Context: an optimization exercise on an open-source flow, tuned for small area. The choices shown serve that exercise and are no tape-out recipe.
Only simulation tests tie the RTL to the original design; equivalence was not proved.
Power figures rest on the tool's default switching activity, not on a simulated workload.

rev 12:
==> flow/design.v <==
module modbus_slave (
    input  wire        clk,
    input  wire        rst,
    input  wire        start,
    input  wire [15:0] cfg_nb_reg,
    input  wire [7:0]  cfg_slave_addr,
    output wire        busy,
    output reg         done,
    output wire [15:0] status,
    input  wire        tick,
    input  wire        rx_valid,
    input  wire [7:0]  rx_data,
    output wire        rx_ready,
    output wire        tx_valid,
    output reg  [7:0]  tx_data,
    input  wire        tx_ready,
    input  wire        tx_idle,
    output wire        de,
    output reg  [15:0] rt_addr,
    output wire        rt_re,
    output wire        rt_we,
    output wire [15:0] rt_wdata,
    input  wire [15:0] rt_rdata,
    output wire        rt_busy
);
    localparam [2:0] C_UNDEFINED  = 3'd7;   
    localparam [2:0] C_ILL_FUNC   = 3'd6;   
    localparam [2:0] C_ILL_ADDR   = 3'd5;   
    localparam [2:0] C_ILL_VALUE  = 3'd4;   
    localparam [2:0] C_NOT_FOR_US = 3'd3;   
    localparam [2:0] C_RX_TIMEOUT = 3'd2;   
    localparam [3:0] S_IDLE   = 4'd0;
    localparam [3:0] S_RX     = 4'd2;
    localparam [3:0] S_FLUSH  = 4'd3;
    localparam [3:0] S_CHECK  = 4'd4;    
    localparam [3:0] S_WRITE  = 4'd5;    
    localparam [3:0] S_TXDE   = 4'd8;    
    localparam [3:0] S_TXHDR  = 4'd9;    
    localparam [3:0] S_RDREQ  = 4'd10;   
    localparam [3:0] S_RDCAP  = 4'd11;   
    localparam [3:0] S_TXHI   = 4'd12;   
    localparam [3:0] S_TXLO   = 4'd13;   
    localparam [3:0] S_TXCRC  = 4'd14;   
    localparam [3:0] S_TXWAIT = 4'd15;   
    function [15:0] crc_byte;
        input [15:0] c;
        input [7:0]  b;
        integer k;
        reg [15:0] t;
        begin
            t = c ^ {8'h00, b};
            for (k = 0; k < 8; k = k + 1)
                t = t[0] ? ((t >> 1) ^ 16'hA001) : (t >> 1);
            crc_byte = t;
        end
    endfunction
    reg [3:0]  state;
    reg [8:0]  idx;           
    reg [4:0]  tcnt;          
    reg        flush_seen;
    reg        is_ucast;
    reg        is_wr;         
    reg        hv;            
    reg [7:0]  hdr_byte;
    reg [2:0]  pcode;         
    reg [15:0] crc;
    reg [15:0] loop_cnt;      
    reg        st_neg;
    reg [8:0]  st_val;
    assign status = st_neg ? {13'h1FFF, st_val[2:0]} : {7'd0, st_val};
    reg [4:0]   rc;                   
    reg [7:0]   hold [0:7];
    reg [255:0] lane [0:7];
    wire [7:0]  head [0:7];
    wire [4:0] rd    = rc - idx[7:3];         
    wire [1:0] pm_b  = rd[4:3] + 2'd1;        
    wire [3:0] en_a  = (rd[2:0] == 3'd0) ? (4'd1 << rd[4:3]) : 4'd0;
    wire [3:0] en_b  = (rd[2:0] == 3'd7) ? (4'd1 << pm_b) : 4'd0;
    wire       st_en = (state == S_RX) && rx_valid;
    genvar q, m;
    generate
        for (q = 0; q < 8; q = q + 1) begin : g_lane
            wire [3:0]   en = (q <= idx[2:0]) ? en_a : en_b;
            wire [255:0] nx;
            assign head[q]  = en[0] ? hold[q] : lane[q][255:248];
            assign nx[7:0]  = head[q];
            for (m = 1; m < 32; m = m + 1) begin : g_st
                if (m % 8 == 0)
                    assign nx[8*m +: 8] = en[m / 8] ? hold[q] : lane[q][8*m-8 +: 8];
                else
                    assign nx[8*m +: 8] = lane[q][8*m-8 +: 8];
            end
            always @(posedge clk) begin
                lane[q] <= nx;
                if (q == 1 && state == S_RDCAP)
                    hold[q] <= rt_rdata[15:8];
                else if (q == 1 && state == S_TXHDR && !hv && row0)
                    hold[q] <= hdr_byte;
                else if (q == 7 && state == S_RDCAP)
                    hold[q] <= rt_rdata[7:0];
                else if (st_en && idx[2:0] == ((q + 7) % 8))
                    hold[q] <= rx_data;
            end
        end
    endgenerate
    wire [7:0]  b0 = hold[1];             
    wire [7:0]  f_b1 = head[2];
    wire [15:0] f_addr  = {head[3], head[4]};
    wire [15:0] f_count = {head[5], head[6]};
    wire        row0 = (rc == 5'd0);
    wire [8:0]  wj     = crc[8:0];
    wire        w_late = wj[8] | (wj[7] & (|wj[6:0]));    
    wire        w_ok   = w_late || (rc == wj[6:2]);
    assign rt_wdata = {head[{wj[1:0], 1'b0}], head[{wj[1:0], 1'b1}]};
    assign busy     = (state != S_IDLE);
    assign rx_ready = (state[3:1] == 3'b001);
    assign de       = state[3];
    wire   txs      = (state == S_TXHDR) || (state == S_TXHI) || (state == S_TXLO) ||
                      (state == S_TXCRC);
    assign tx_valid = txs && ((state != S_TXHDR) || hv);
    assign rt_we    = (state == S_WRITE) && (loop_cnt != 16'd0) && w_ok;
    assign rt_re    = (state == S_RDREQ);
    assign rt_busy  = busy && !rx_ready;
    wire rx_byte = rx_ready && rx_valid;
    wire rx_tick = rx_ready && tick;
    wire tx_fire = tx_valid && tx_ready;
    wire rsp_exc = (pcode != 3'd0);
    always @(*) begin
        case (tcnt[2:0])
            3'd0: hdr_byte = cfg_slave_addr;
            3'd1: hdr_byte = rsp_exc ? (f_b1 | 8'h80) : f_b1;
            3'd2: hdr_byte = rsp_exc ? {6'd0, ~pcode[1:0]} :
                             is_wr   ? head[3] : {head[6][6:0], 1'b0};
            3'd3: hdr_byte = head[4];
            3'd4: hdr_byte = head[5];
            default: hdr_byte = head[6];
        endcase
    end
    wire hdr_last = (!rsp_exc && is_wr) ? (tcnt[2:0] == 3'd5) : (tcnt[2:0] == 3'd2);
    always @(*) begin
        case (state)
            S_TXHDR:  tx_data = hold[1];
            S_TXHI:   tx_data = hold[1];
            S_TXLO:   tx_data = hold[7];
            default:  tx_data = tcnt[0] ? crc[15:8] : crc[7:0];
        endcase
    end
    wire [15:0] crc_nx    = crc_byte(crc, rx_ready ? rx_data : tx_data);
    wire [4:0]  tcnt_next = tcnt + 5'd1;
    reg         pend;
    wire        sub_lo = idx[0];
    wire [7:0]  sub_a  = sub_lo ? rt_addr[7:0] : rt_addr[15:8];
    wire [8:0]  sub    = {1'b0, sub_a} - {1'b0, rx_data} - {8'd0, idx[2] & !sub_lo & pend};
    wire        bfail  = rsp_exc || (pend && rt_addr[15:8] == 8'd0);
    always @(posedge clk) begin
        if (rst)
            rc <= 5'd0;
        else
            rc <= rc + 5'd1;
    end
    always @(posedge clk) begin
        if (rst) begin
            state  <= S_IDLE;
            st_neg <= 1'b0;
            st_val <= 9'd0;
            done   <= 1'b0;
        end else begin
            done <= 1'b0;
            case (state)
            S_IDLE: begin
                if (start) begin
                    rt_addr  <= cfg_nb_reg;    
                    state    <= S_RX;
                    idx      <= 9'd0;
                    loop_cnt <= 16'd16;
                    tcnt     <= 5'd0;
                    pcode    <= 3'd0;
                    crc      <= 16'hFFFF;
                end
            end
            S_RX: begin
                if (rx_byte) begin
                    crc        <= crc_nx;
                    idx        <= idx + 9'd1;
                    loop_cnt   <= loop_cnt - 16'd1;
                    tcnt       <= rx_tick ? 5'd1 : 5'd0;
                    flush_seen <= !rx_tick;
                    if (idx == 9'd1) begin
                        is_ucast <= (b0 != 8'd0);
                        is_wr    <= (rx_data == 8'h10);
                        if (!((b0 == 8'd0) ||
                              ((b0 == cfg_slave_addr) && (cfg_slave_addr <= 8'd247)))) begin
                            pcode <= C_NOT_FOR_US;
                            state <= S_FLUSH;
                        end else if (rx_data != 8'h03 && rx_data != 8'h10) begin
                            pcode <= (b0 != 8'd0) ? C_ILL_FUNC : C_UNDEFINED;
                            state <= S_FLUSH;
                        end
                    end
                    if (idx[8:3] == 6'd0 && (idx[2] ^ idx[1])) begin
                        if (sub_lo) begin
                            rt_addr[7:0] <= sub[7:0];
                            pend         <= sub[8];
                        end else begin
                            rt_addr[15:8] <= sub[7:0];
                            if (sub[8])
                                pcode <= C_ILL_ADDR;
                        end
                    end
                    if (is_wr && idx == 9'd6) begin
                        if (rx_data >= 8'd248) begin
                            pcode <= is_ucast ? C_ILL_VALUE : C_UNDEFINED;
                            state <= S_FLUSH;
                        end
                        loop_cnt <= {8'd0, rx_data};
                    end
                    if (is_wr ? (loop_cnt[8:0] == 9'h1FF) : (idx == 9'd7)) begin
                        if (crc_nx == 16'h0000) begin
                            state <= S_CHECK;
                        end else begin
                            pcode <= C_UNDEFINED;
                            state <= S_FLUSH;
                        end
                    end
                end else if (rx_tick) begin
                    if (tcnt[3:0] == 4'd9) begin
                        st_neg <= 1'b1;
                        st_val <= {6'd0, C_RX_TIMEOUT};
                        done   <= 1'b1;
                        state  <= S_IDLE;
                    end else begin
                        tcnt <= tcnt_next;
                    end
                end
            end
            S_FLUSH: begin
                if (rx_tick) begin
                    tcnt <= tcnt_next;
                    if ((!flush_seen && !rx_byte) || tcnt_next == 5'd30) begin
                        if (pcode[2] && !pcode[0]) begin
                            state <= S_TXDE;
                        end else begin
                            st_neg <= 1'b1;
                            st_val <= {6'd0, pcode};
                            done   <= 1'b1;
                            state  <= S_IDLE;
                        end
                    end else begin
                        flush_seen <= 1'b0;
                    end
                end else if (rx_byte) begin
                    flush_seen <= 1'b1;
                end
            end
            S_CHECK: begin
                if (row0) begin
                    rt_addr  <= f_addr;
                    loop_cnt <= f_count;
                    crc[8:0] <= 9'd4;
                    if (bfail) begin
                        pcode <= C_ILL_ADDR;
                        if (is_ucast) begin
                            state <= S_TXDE;
                        end else begin
                            st_neg <= 1'b1;
                            st_val <= {6'd0, C_ILL_ADDR};
                            done   <= 1'b1;
                            state  <= S_IDLE;
                        end
                    end else if (is_wr) begin
                        state <= S_WRITE;
                    end else if (is_ucast) begin
                        state <= S_TXDE;
                    end else begin
                        st_neg <= 1'b0;
                        st_val <= idx;
                        done   <= 1'b1;
                        state  <= S_IDLE;
                    end
                end
            end
            S_WRITE: begin
                if (loop_cnt != 16'd0) begin
                    if (w_ok) begin
                        loop_cnt <= loop_cnt - 16'd1;
                        rt_addr  <= rt_addr + 16'd1;
                        crc[8:0] <= wj + 9'd1;
                    end
                end else if (is_ucast) begin
                    state <= S_TXDE;
                end else begin
                    st_neg <= 1'b0;
                    st_val <= idx;
                    done   <= 1'b1;
                    state  <= S_IDLE;
                end
            end
            S_TXDE: begin
                crc   <= 16'hFFFF;
                tcnt  <= 5'd0;
                hv    <= 1'b0;
                state <= S_TXHDR;
            end
            S_TXHDR: begin
                if (!hv) begin
                    if (row0)
                        hv <= 1'b1;
                end else if (tx_fire) begin
                    hv   <= 1'b0;
                    crc  <= crc_nx;
                    tcnt <= tcnt_next;
                    if (hdr_last) begin
                        tcnt <= 5'd0;
                        if (!rsp_exc && !is_wr && loop_cnt != 16'd0)
                            state <= S_RDREQ;
                        else
                            state <= S_TXCRC;
                    end
                end
            end
            S_RDREQ: begin
                state <= S_RDCAP;
            end
            S_RDCAP: begin
                rt_addr  <= rt_addr + 16'd1;
                loop_cnt <= loop_cnt - 16'd1;
                state    <= S_TXHI;
            end
            S_TXHI: begin
                if (tx_fire) begin
                    crc   <= crc_nx;
                    state <= S_TXLO;
                end
            end
            S_TXLO: begin
                if (tx_fire) begin
                    crc   <= crc_nx;
                    state <= (loop_cnt != 16'd0) ? S_RDREQ : S_TXCRC;
                end
            end
            S_TXCRC: begin
                if (tx_fire) begin
                    tcnt <= 5'd1;
                    if (tcnt[0])
                        state <= S_TXWAIT;
                end
            end
            S_TXWAIT: begin
                if (tx_idle) begin
                    st_neg <= rsp_exc;
                    st_val <= rsp_exc ? {6'd0, pcode} : idx;
                    done   <= 1'b1;
                    state  <= S_IDLE;
                end
            end
            default: state <= S_IDLE;
            endcase
        end
    end
endmodule
Settings: LEC_CHECK=0, CAP_MARGIN=20, CORE_MARGIN=2, CORE_UTILIZATION=55, SLEW_MARGIN=20; clock period 10.0 ns.
standard.sh (not shown) runs the stock make flow with config.mk's settings and CLKGATE_MAP_FILE= SYNTH_SCRIPT=/design/flow/synth_recipe.tcl, a recipe that flattens the netlist after the stock synthesis.
==> flow/flow/run.sh <==
#!/bin/bash
# Standard layout, with two changes: clock tree synthesis without dummy
# loads, with clkbuf_8 leaf clusters and clkbuf_4 tree buffers, and
# unit-size port buffers.
export CTS_ARGS="-sink_clustering_enable -repair_clock_nets -dont_use_dummy_load -sink_clustering_size 20 -sink_clustering_max_diameter 60 -buf_list sky130_fd_sc_hd__clkbuf_8 -tree_buf sky130_fd_sc_hd__clkbuf_4"
export BUFFER_PORTS_ARGS="-buffer_cell sky130_fd_sc_hd__buf_1"
bash standard.sh > standard.log 2>&1
rc=$?
tail -20 standard.log
exit $rc
--- input diff rev 12..rev 13 ---
-- flow/design.v --
<<< rev 12, line 73
    reg [255:0] lane [0:7];
    wire [7:0]  head [0:7];
    wire [4:0] rd    = rc - idx[7:3];         
    wire [1:0] pm_b  = rd[4:3] + 2'd1;        
>>> rev 13, line 73
    reg [255:0] lane [0:7];
    wire [7:0]  head [0:7];
    wire        row0 = (rc == 5'd0);
    wire [4:0] rd    = rc - idx[7:3];         
    wire [1:0] pm_b  = rd[4:3] + 2'd1;        
<<< rev 12, line 108
    wire [15:0] f_addr  = {head[3], head[4]};
    wire [15:0] f_count = {head[5], head[6]};
    wire        row0 = (rc == 5'd0);
    wire [8:0]  wj     = crc[8:0];
    wire        w_late = wj[8] | (wj[7] & (|wj[6:0]));    
>>> rev 13, line 109
    wire [15:0] f_addr  = {head[3], head[4]};
    wire [15:0] f_count = {head[5], head[6]};
    wire [8:0]  wj     = crc[8:0];
    wire        w_late = wj[8] | (wj[7] & (|wj[6:0]));    
<<< rev 12, line 121
    assign rt_we    = (state == S_WRITE) && (loop_cnt != 16'd0) && w_ok;
    assign rt_re    = (state == S_RDREQ);
    assign rt_busy  = busy && !rx_ready;
    wire rx_byte = rx_ready && rx_valid;
    wire rx_tick = rx_ready && tick;
>>> rev 13, line 121
    assign rt_we    = (state == S_WRITE) && (loop_cnt != 16'd0) && w_ok;
    assign rt_re    = (state == S_RDREQ);
    assign rt_busy  = (state == S_WRITE) || (state == S_RDREQ) || (state == S_RDCAP) ||
                      (state == S_TXHI) || (state == S_TXLO);
    wire rx_byte = rx_ready && rx_valid;
    wire rx_tick = rx_ready && tick;
- Rev 13: PASS, flow complete, no timing, DRC or antenna violations
- There was hardly any difference in clock insertion delay at the later pin of the skew report between rev 13 and rev 12.
- Synthesized cell count: rev 13 vs rev 12 up 54
- Between rev 12 and rev 13, the per-cell via count in the routed design does not differ in any meaningful way.
- Summary — non-clock buffer count, rev 13 relative to rev 12: higher, by about 6%.
- [compare] base=rev 12 new=rev 13: total power increased by 16% relative to the old numbers; routability congestion estimate from global placement went up by 0.0083; maximum frequency lost 2.5%; post-synth design cell area roughly the same; synthesis-to-layout area growth grew by 0.17 points.
- The run with more setup slack is rev 12; rev 13 has less.
- In the route summary, rev 13 ends up with a via count exceeding that of rev 12.

-- static timing again, ports no longer ideal --
The results above use ideal ports. As a check the final layouts listed here were re-extracted and re-timed, cells and wires unchanged.
Step 1 (the two cells are an assumption about what drives the block):
set clk [get_ports {clk}]
set_driving_cell -lib_cell sky130_fd_sc_hd__clkbuf_16 $clk
set_driving_cell -lib_cell sky130_fd_sc_hd__buf_2 [delete_from_list [all_inputs] $clk]
Step 2 also shifts input and output timing later by t, the mid clock arrival at the registers, as if the neighbouring blocks saw the same clock.
Three values: ideal ports, drivers, drivers and shift; two values: the first two.
run | t, ns | slack for setup (ns) | hold slack, ns | latest minus earliest clock arrival (ns) | cell pins on the clock port's net
rev 12 | 0.922 | 2.232 / 2.165 / 3.087 | 0.239 / 0.239 / 0.239 | 0.127 / 0.127 | 1
rev 13 | 0.907 | 2.031 / 1.960 / 2.867 | 0.198 / 0.198 / 0.198 | 0.178 / 0.178 | 1
After both steps setup and hold are still met in every run listed.
